This design comes from an exercise in tuning for small area, a short achievable clock period and few clock cycles on the open sky130 flow, not from production work.
The RTL was checked by simulation tests, not by an equivalence proof against the original design.

==> delta: inputs <==
// fhd_engine
module fhd_engine (
    input  wire         clk,
    input  wire         rst,         
    input  wire         in_valid,
    input  wire [7:0]   in_data,
    output wire         in_ready,
    output wire         busy,
    output wire [7:0]   status,
    output reg          dout_valid,
    output wire [127:0] digest
);
    localparam [31:0] S1_INIT  = 32'h05274C6C;
    localparam [31:0] S2_INIT  = 32'h6A7769F3;
    localparam [31:0] S3_INIT  = 32'h7672239B;
    localparam [31:0] P23_INIT = 2 * S1_INIT + 3 * S2_INIT;
    localparam [31:0] AA = 32'hC32F1E4B;
    localparam [31:0] BB = 32'h596807CD;
    localparam [31:0] CC = 32'hDE6F723A;
    localparam [31:0] DD = 32'hA18945BC;
    localparam [31:0] KF = 32'h5A827999;
    localparam [31:0] KG = 32'h6ED9EBA1;
    localparam [31:0] KH = 32'hCA62C1D6;
    localparam [31:0] KI = 32'h8F1BBCDC;
    localparam [7:0] OP_INIT   = 8'h01;
    localparam [7:0] OP_UPDATE = 8'h02;
    localparam [7:0] OP_FINAL  = 8'h03;
    localparam [2:0] S_IDLE = 3'd0,
                     S_LEN  = 3'd1,
                     S_DATA = 3'd2,
                     S_COMP = 3'd3,
                     S_FIN  = 3'd4;
    localparam [1:0] PH_A = 2'd0, PH_B = 2'd1, PH_C = 2'd2, PH_D = 2'd3;
    function [31:0] rol32;
        input [31:0] v;
        input [4:0]  n;
        begin
            rol32 = (v << n) | (v >> (6'd32 - {1'b0, n}));
        end
    endfunction
    function [63:0] csa;
        input [31:0] x, y, z;
        begin
            csa = {((x & y) | (x & z) | (y & z)) << 1, x ^ y ^ z};
        end
    endfunction
    reg [31:0]  r0, r1, r2, r3;      
    reg [31:0]  s0, s1, s2, s3;      
    reg [31:0]  p23;                 
    reg [127:0] pend;                
    reg         ready_q, err_q;
    reg [1:0]   cause_q;
    reg [2:0]   state;
    reg [31:0]  remaining;           
    reg [3:0]   byte_idx;            
    reg         last_q;              
    reg         final_mode;
  ...
export LEC_CHECK = 0
export CAP_MARGIN = 20
export CORE_MARGIN = 2
export CORE_UTILIZATION = 40
export SLEW_MARGIN = 20
export SETUP_SLACK_MARGIN = 13
create_clock -name core_clock -period 22.0 [get_ports {clk}]
standard.sh (not shown) runs the stock make flow with config.mk's settings and CLKGATE_MAP_FILE= SYNTH_SCRIPT=/design/flow/synth_recipe.tcl, a recipe that flattens the netlist after the stock synthesis.
==> flow/flow/run.sh <==
#!/bin/bash
# Standard layout, with ORFS's timing repair (after CTS and after global
# routing) asked to reach a setup slack well above zero at the design's
# clock period, so that it sizes up the gates of the longest paths.
set -euo pipefail
MARGIN=13
cp config.mk config.orig.mk
echo "export SETUP_SLACK_MARGIN = ${MARGIN}" >> config.mk
bash standard.sh > standard.log 2>&1
==> yarrow: changes against delta <==
--- a/flow/design.v
+++ b/flow/design.v
@@ -7,22 +7,23 @@
     output wire         busy,
     output wire [7:0]   status,
     output reg          dout_valid,
     output wire [127:0] digest
 );
     localparam [31:0] S1_INIT  = 32'h05274C6C;
     localparam [31:0] S2_INIT  = 32'h6A7769F3;
     localparam [31:0] S3_INIT  = 32'h7672239B;
-    localparam [31:0] P23_INIT = 2 * S1_INIT + 3 * S2_INIT;
+    localparam [31:0] KF = 32'h5A827999;
+    localparam [31:0] PK = KF - 32'd1;      
+    localparam [31:0] P23_INIT = 2 * S1_INIT + 3 * S2_INIT + PK;
     localparam [31:0] AA = 32'hC32F1E4B;
     localparam [31:0] BB = 32'h596807CD;
     localparam [31:0] CC = 32'hDE6F723A;
     localparam [31:0] DD = 32'hA18945BC;
-    localparam [31:0] KF = 32'h5A827999;
     localparam [31:0] KG = 32'h6ED9EBA1;
     localparam [31:0] KH = 32'hCA62C1D6;
     localparam [31:0] KI = 32'h8F1BBCDC;
     localparam [7:0] OP_INIT   = 8'h01;
     localparam [7:0] OP_UPDATE = 8'h02;
     localparam [7:0] OP_FINAL  = 8'h03;
     localparam [2:0] S_IDLE = 3'd0,
                      S_LEN  = 3'd1,
@@ -55,94 +56,109 @@
     reg         last_q;              
     reg         final_mode;
     reg [5:0]   rnd;
     reg [1:0]   ph;
     reg [2:0]   iter;
     reg         fin_q;               
     reg         lv;                  
     reg         lzin;                
+    reg [31:0]  pk;                  
+    reg [4:0]   mi, mo;              
+    reg [31:0]  xwq;                 
     reg [1:0]   lp;
     assign status   = {4'b0000, cause_q, err_q, ready_q};
     assign in_ready = (state == S_IDLE) || (state == S_LEN) || (state == S_DATA);
     assign busy     = (state != S_IDLE);
     assign digest   = {s3, s2, s1, s0};
     wire accept = in_valid && in_ready;
-    reg [31:0] klp;
+    reg [31:0] kph;
     always @(*) begin
-        case (lp)
-            PH_A:    klp = AA;
-            PH_B:    klp = BB;
-            PH_C:    klp = CC;
-            default: klp = DD;
+        case (ph)
+            PH_A:    kph = AA;
+            PH_B:    kph = BB;
+            PH_C:    kph = CC;
+            default: kph = DD;
         endcase
     end
-    wire [63:0] q1   = csa(r0, r1, r2);
+    wire [63:0] q1   = csa(r1, r2, kph);
     wire [63:0] q2   = csa(q1[31:0], q1[63:32], r3);
-    wire [63:0] q3   = csa(q2[31:0], q2[63:32], klp);
-    wire [31:0] sum4 = q3[31:0] + q3[63:32];
-    wire [31:0] lz   = (lp == PH_A) ? (sum4 ^ r3) : sum4;
+    wire [31:0] pk_n = q2[31:0] + q2[63:32];
+    wire [31:0] xw   = xwq;                      
+    wire [31:0] sum4 = pk + xw;
+    wire [31:0] lz   = (lp == PH_A) ? (sum4 ^ xw) : sum4;
     wire pa = lv && (lp == PH_A);
     wire pb = lv && (lp == PH_B);
     wire pc = lv && (lp == PH_C);
     wire pd = lv && (lp == PH_D);
     wire [31:0] s0e = pa ? lz : s0;
     wire [31:0] s1e = pb ? lz : s1;
     wire [31:0] s2e = pc ? lz : s2;
     wire [31:0] s3e = pd ? lz : s3;
     wire        fin1 = (state == S_FIN) && !fin_q;
     wire [31:0] x1 = s1 + (fin1 ? s2 : {s2[30:0], 1'b0}) + (fin1 ? s3e : {s3e[30:0], 1'b0});
-    wire [31:0] x2 = p23 + {s3e[29:0], 2'b00};
-    wire [31:0] x3 = {p23[30:0], 1'b0} + {s3e[28:0], 3'b000} + ~s3e + 32'd1;
-    wire [31:0] p23_n = {s1[30:0], 1'b0} + s2e + {s2e[30:0], 1'b0};
-    reg [31:0] fl, kf, early, sreg, sq;
-    reg [4:0]  m_in, m_out;
+    wire [31:0] x2 = p23 + {s3e[29:0], 2'b00} - PK;
+    wire [31:0] x3 = {p23[30:0], 1'b0} + {s3e[28:0], 3'b000} + ~s3e + (32'd1 - 2 * PK);
+    wire [31:0] p23_n = {s1[30:0], 1'b0} + s2e + {s2e[30:0], 1'b0} + PK;
+    reg [31:0] fl, early, sreg, sq;
     always @(*) begin
         case (ph)
             PH_A: begin    
                 fl = (r0 ^ r1) | (r2 ^ r3);
-                kf = KF;
                 early = p23; sreg = {s3[29:0], 2'b00}; sq = x3;
-                m_in = 5'd5; m_out = 5'd24;
             end
             PH_B: begin    
                 fl = (r3 | ~r1) | (r0 & ~r2);
-                kf = KG;
-                early = 32'd0; sreg = s0; sq = s1e;
-                m_in = 5'd19; m_out = 5'd10;
+                early = KG - 32'd1; sreg = s0; sq = s1e;
             end
             PH_C: begin    
                 fl = (r2 & ~r1) ^ (r3 & ~r0);
-                kf = KH;
-                early = 32'd0; sreg = s1; sq = s0;
-                m_in = 5'd13; m_out = 5'd11;
+                early = KH - 32'd1; sreg = s1; sq = s0;
             end
             default: begin  
                 fl = (~r1 ^ r2) | (r3 ^ ~r0);
-                kf = KI;
-                early = 32'd0; sreg = s2; sq = s2e;
-                m_in = 5'd8; m_out = 5'd3;
+                early = KI - 32'd1; sreg = s2; sq = s2e;
             end
         endcase
     end
     wire        lz_a  = lzin && (ph == PH_A);
     wire        lz_o  = lzin && (ph != PH_A);
     wire [31:0] late  = ({32{lz_a}} & {lz[29:0], 2'b00}) | ({32{lz_o}} & lz)
                       | ({32{!lzin}} & sreg);
     wire [4:0]  i5    = rnd[4:0];
-    wire [31:0] roy   = rol32(r1, i5 & m_in & r0[4:0]);
-    wire [63:0] t1    = csa(r0, ~r2, r3 & r0);                  
-    wire [63:0] t2    = csa(t1[31:0], t1[63:32], r1 | r2);
-    wire [63:0] t3    = csa(fl, kf, early);                       
-    wire [63:0] t4    = csa(t2[31:0], t2[63:32], t3[31:0]);
-    wire [63:0] t5    = csa(t4[31:0], t4[63:32], t3[63:32]);
-    wire [63:0] t6    = csa(t5[31:0], t5[63:32], roy);
+    wire [1:0]  ph_n  = ph + 2'd1;
+    wire [4:0]  i5_n  = (ph == PH_D) ? i5 + 5'd1 : i5;
+    reg  [4:0]  mi_n, mo_n;
+    always @(*) begin
+        case (ph_n)
+            PH_A:    begin mi_n = i5_n & 5'd5;  mo_n = i5_n & 5'd24; end
+            PH_B:    begin mi_n = i5_n & 5'd19; mo_n = i5_n & 5'd10; end
+            PH_C:    begin mi_n = i5_n & 5'd13; mo_n = i5_n & 5'd11; end
+            default: begin mi_n = i5_n & 5'd8;  mo_n = i5_n & 5'd3;  end
+        endcase
+    end
+    wire [31:0] roy   = rol32(r1, mi & r0[4:0]);
+    wire [63:0] t1    = csa(r0, r3 & r0, r1 & ~r2);
+    wire [63:0] t2    = csa(t1[31:0], t1[63:32], early);
+    wire [63:0] t3    = csa(t2[31:0], t2[63:32], fl);
+    wire [63:0] t6    = csa(t3[31:0], t3[63:32], roy);
     wire [63:0] t7    = csa(t6[31:0], t6[63:32], late);
     wire [31:0] tsum  = t7[31:0] + t7[63:32];
-    wire [31:0] xn    = rol32(tsum ^ sq, i5 & m_out);
+    wire [31:0] tv    = tsum ^ sq;
+    wire [4:0]  ro    = mo;
+    wire [31:0] xn    = ({32{ro == 5'd0}}  & tv)
+                      | ({32{ro == 5'd1}}  & rol32(tv, 5'd1))
+                      | ({32{ro == 5'd2}}  & rol32(tv, 5'd2))
+                      | ({32{ro == 5'd3}}  & rol32(tv, 5'd3))
+                      | ({32{ro == 5'd8}}  & rol32(tv, 5'd8))
+                      | ({32{ro == 5'd9}}  & rol32(tv, 5'd9))
+                      | ({32{ro == 5'd10}} & rol32(tv, 5'd10))
+                      | ({32{ro == 5'd11}} & rol32(tv, 5'd11))
+                      | ({32{ro == 5'd16}} & rol32(tv, 5'd16))
+                      | ({32{ro == 5'd24}} & rol32(tv, 5'd24));
     localparam [383:0] T5 = 384'b100011010001000100011010001000100011010001000100011010001000100011010001000100011010001000100011010001000100011010001000100011010001000100011010001000100011010001000100011010001000100011010001000100011010001000100011010001000100011010001000100011010001000100011010001000100011010001000100011010001000100011010001000100011010001000100011010001000100011010001000100011010001000100011010;
     localparam [383:0] T7 = 384'b100011010001000110101100011010001000110101100011010001000110101100011010001000110101100011010001000110101100011010001000110101100011010001000110101100011010001000110101100011010001000110101100011010001000110101100011010001000110101100011010001000110101100011010001000110101100011010001000110101100011010001000110101100011010001000110101100011010001000110101100011010001000110101100011;
     wire [6:0] sn5 = r3[3:0] + r3[7:4] + r3[11:8] + r3[15:12]
                    + r3[19:16] + r3[23:20] + r3[27:24] + r3[31:28];
     wire [6:0] sn7 = r3[2:0] + r3[5:3] + r3[8:6] + r3[11:9] + r3[14:12]
                    + r3[17:15] + r3[20:18] + r3[23:21] + r3[26:24] + r3[29:27]
                    + r3[31:30];
     wire       v_w5 = &r3[31:1];
@@ -161,16 +177,18 @@
     wire        do_step = (ph == PH_A) || (iter != ncur);
     wire [2:0]  iter_n  = iter + 3'd1;
     wire        adv     = (ph == PH_A) || !do_step || (iter_n == ncur);
     wire [15:0] bsel   = 16'd1 << byte_idx;
     wire        last_c = (byte_idx == 4'd0) ? (remaining <= 32'd16) : last_q;
     integer j;
     always @(posedge clk) begin
         dout_valid <= 1'b0;
+        pk  <= pk_n;
+        xwq <= xn;
         if (rst) begin
             state   <= S_IDLE;
             ready_q <= 1'b0;
             err_q   <= 1'b0;
             cause_q <= 2'd0;
             lv      <= 1'b0;
             lzin    <= 1'b0;
             fin_q   <= 1'b0;
@@ -213,16 +231,18 @@
                                     cause_q <= 2'd1;
                                 end else begin
                                     final_mode <= 1'b1;
                                     r0    <= pend[31:0];
                                     r1    <= pend[63:32];
                                     r2    <= pend[95:64];
                                     r3    <= pend[127:96];
                                     rnd   <= 6'd0;
+                                    mi    <= 5'd0;
+                                    mo    <= 5'd0;
                                     ph    <= PH_A;
                                     iter  <= 3'd0;
                                     state <= S_COMP;
                                 end
                             end
                             default: begin
                                 err_q   <= 1'b1;
                                 cause_q <= 2'd2;
@@ -256,16 +276,18 @@
                         end
                         for (j = 0; j < 16; j = j + 1)
                             if (bsel[j] && last_c) pend[8*j +: 8] <= in_data;
                         if (remaining == 32'd1) begin
                             state <= S_IDLE;
                         end else if (byte_idx == 4'd15) begin
                             final_mode <= 1'b0;
                             rnd   <= 6'd0;
+                            mi    <= 5'd0;
+                            mo    <= 5'd0;
                             ph    <= PH_A;
                             iter  <= 3'd0;
                             state <= S_COMP;
                         end
                     end
                 end
                 S_COMP: begin
                     if (ph == PH_D)
@@ -281,16 +303,18 @@
                         end
                     end
                     if (adv) begin
                         r0 <= r1;
                         r1 <= r2;
                         r2 <= r3;
                         r3 <= r0;
                         ph <= ph + 2'd1;
+                        mi <= mi_n;
+                        mo <= mo_n;
                         iter <= 3'd0;
                         if (ph == PH_D) begin
                             if (rnd == 6'd34)
                                 state <= final_mode ? S_FIN : S_DATA;
                             else
                                 rnd <= rnd + 6'd1;
                         end
                     end else begin
==> flow/flow/run.sh (replaced) <==
#!/bin/bash
# Standard layout, with ORFS's timing repair (after CTS and after global
# routing) asked to reach a setup slack well above zero at the design's
# clock period, so that it sizes up the gates of the longest paths.
set -euo pipefail
MARGIN=16
cp config.mk config.orig.mk
echo "export SETUP_SLACK_MARGIN = ${MARGIN}" >> config.mk
bash standard.sh > standard.log 2>&1
==> flow/config.mk (replaced) <==
export PLATFORM = sky130hd
export DESIGN_NAME = fhd_engine
export DESIGN_NICKNAME = fhd_engine
export VERILOG_FILES = /design/flow/design.v
export SDC_FILE = /design/flow/constraint.sdc
export NUM_CORES = 4
export LEC_CHECK = 0
export CAP_MARGIN = 20
export CORE_MARGIN = 2
export CORE_UTILIZATION = 40
export SLEW_MARGIN = 20
export TNS_END_PERCENT = 0
export SETUP_SLACK_MARGIN = 16
==> run notes <==
- Clock skew is about the same in yarrow and delta.
- Against yarrow, the area after synthesis of delta is smaller by about 0.28%.
- Via count: delta is higher than yarrow (about 0.9%).
- Register-to-register slack: delta is worse than yarrow (1.4 ns).
- In yarrow the synthesized cell count is smaller than in delta, by 1.1%.
- Setup slack: delta is worse than yarrow (1.4 ns).
- Against delta, the maximum frequency of yarrow is higher by about 19%.
- Die area: yarrow is higher than delta (0.28%).
==> figures <==
item                                                        delta       yarrow
Wire length after detailed routing                      273500 µm    274900 µm
Pin count of the biggest net entering global routing           80           75
Nets                                                         7724         7601
DIE AREA                                               0.1500 mm²   0.1504 mm²
Min setup slack post-route                               12.98 ns     14.41 ns
Setup slack, reg-to-reg                                  12.98 ns     14.41 ns
Post-synthesis register bit count                             478          551
Wire length per cell                                     31.02 µm     31.42 µm
Highest achievable clock rate                           110.9 MHz    131.7 MHz
Synth Instances                                              6663         6590
Result of the run                no timing/DRC/antenna violations  no timing/DRC/antenna violations
Number of combinational gates with multiple inputs           5228         5087
GRT Total Usage                                            35.17%       35.57%
Placed wire-length estimate                             207900 µm    207000 µm
WL met3                                                  26760 µm     29560 µm
Clock period minus final worst setup slack               9.019 ns     7.592 ns
Cell Area, Synth                                      0.05878 mm²  0.05894 mm²
Number of buffers created by CTS                               66           72
Final core utilization                                     47.07%       46.96%
Testbench counts of delta, summed over its fixed seeds: cycles 244,057.
Testbench counts of yarrow, summed over its fixed seeds: cycles 244,057.

## separate check: timing with driven ports
The flow's constraints put no driver on any port. The routed layouts listed below were extracted and timed again, unchanged, in two steps.
Step 1: set_driving_cell puts a clkbuf_16 on clk and a buf_2 on each other input, an assumption about the parent block.
Step 2 also shifts input and output timing later by t, the mid clock arrival at the registers, as if the neighbouring blocks saw the same clock.
a / b / c = ideal / step 1 / step 2; a / b = the first two.
run	shift t [ns]	setup WS [ns]	worst setup path at the end	slew at the worst register clock pin (ns)	cell pins on the clock port's net
delta	0.762	12.981 / 12.981 / 12.981	register to register	0.07 / 0.07	1
yarrow	0.785	14.408 / 14.408 / 14.001	input to register	0.07 / 0.07	1
After both steps every run listed still meets setup and hold. For yarrow, which loses most, drivers alone change the setup slack by 0.000 ns; drivers and shift together by -0.407 ns.
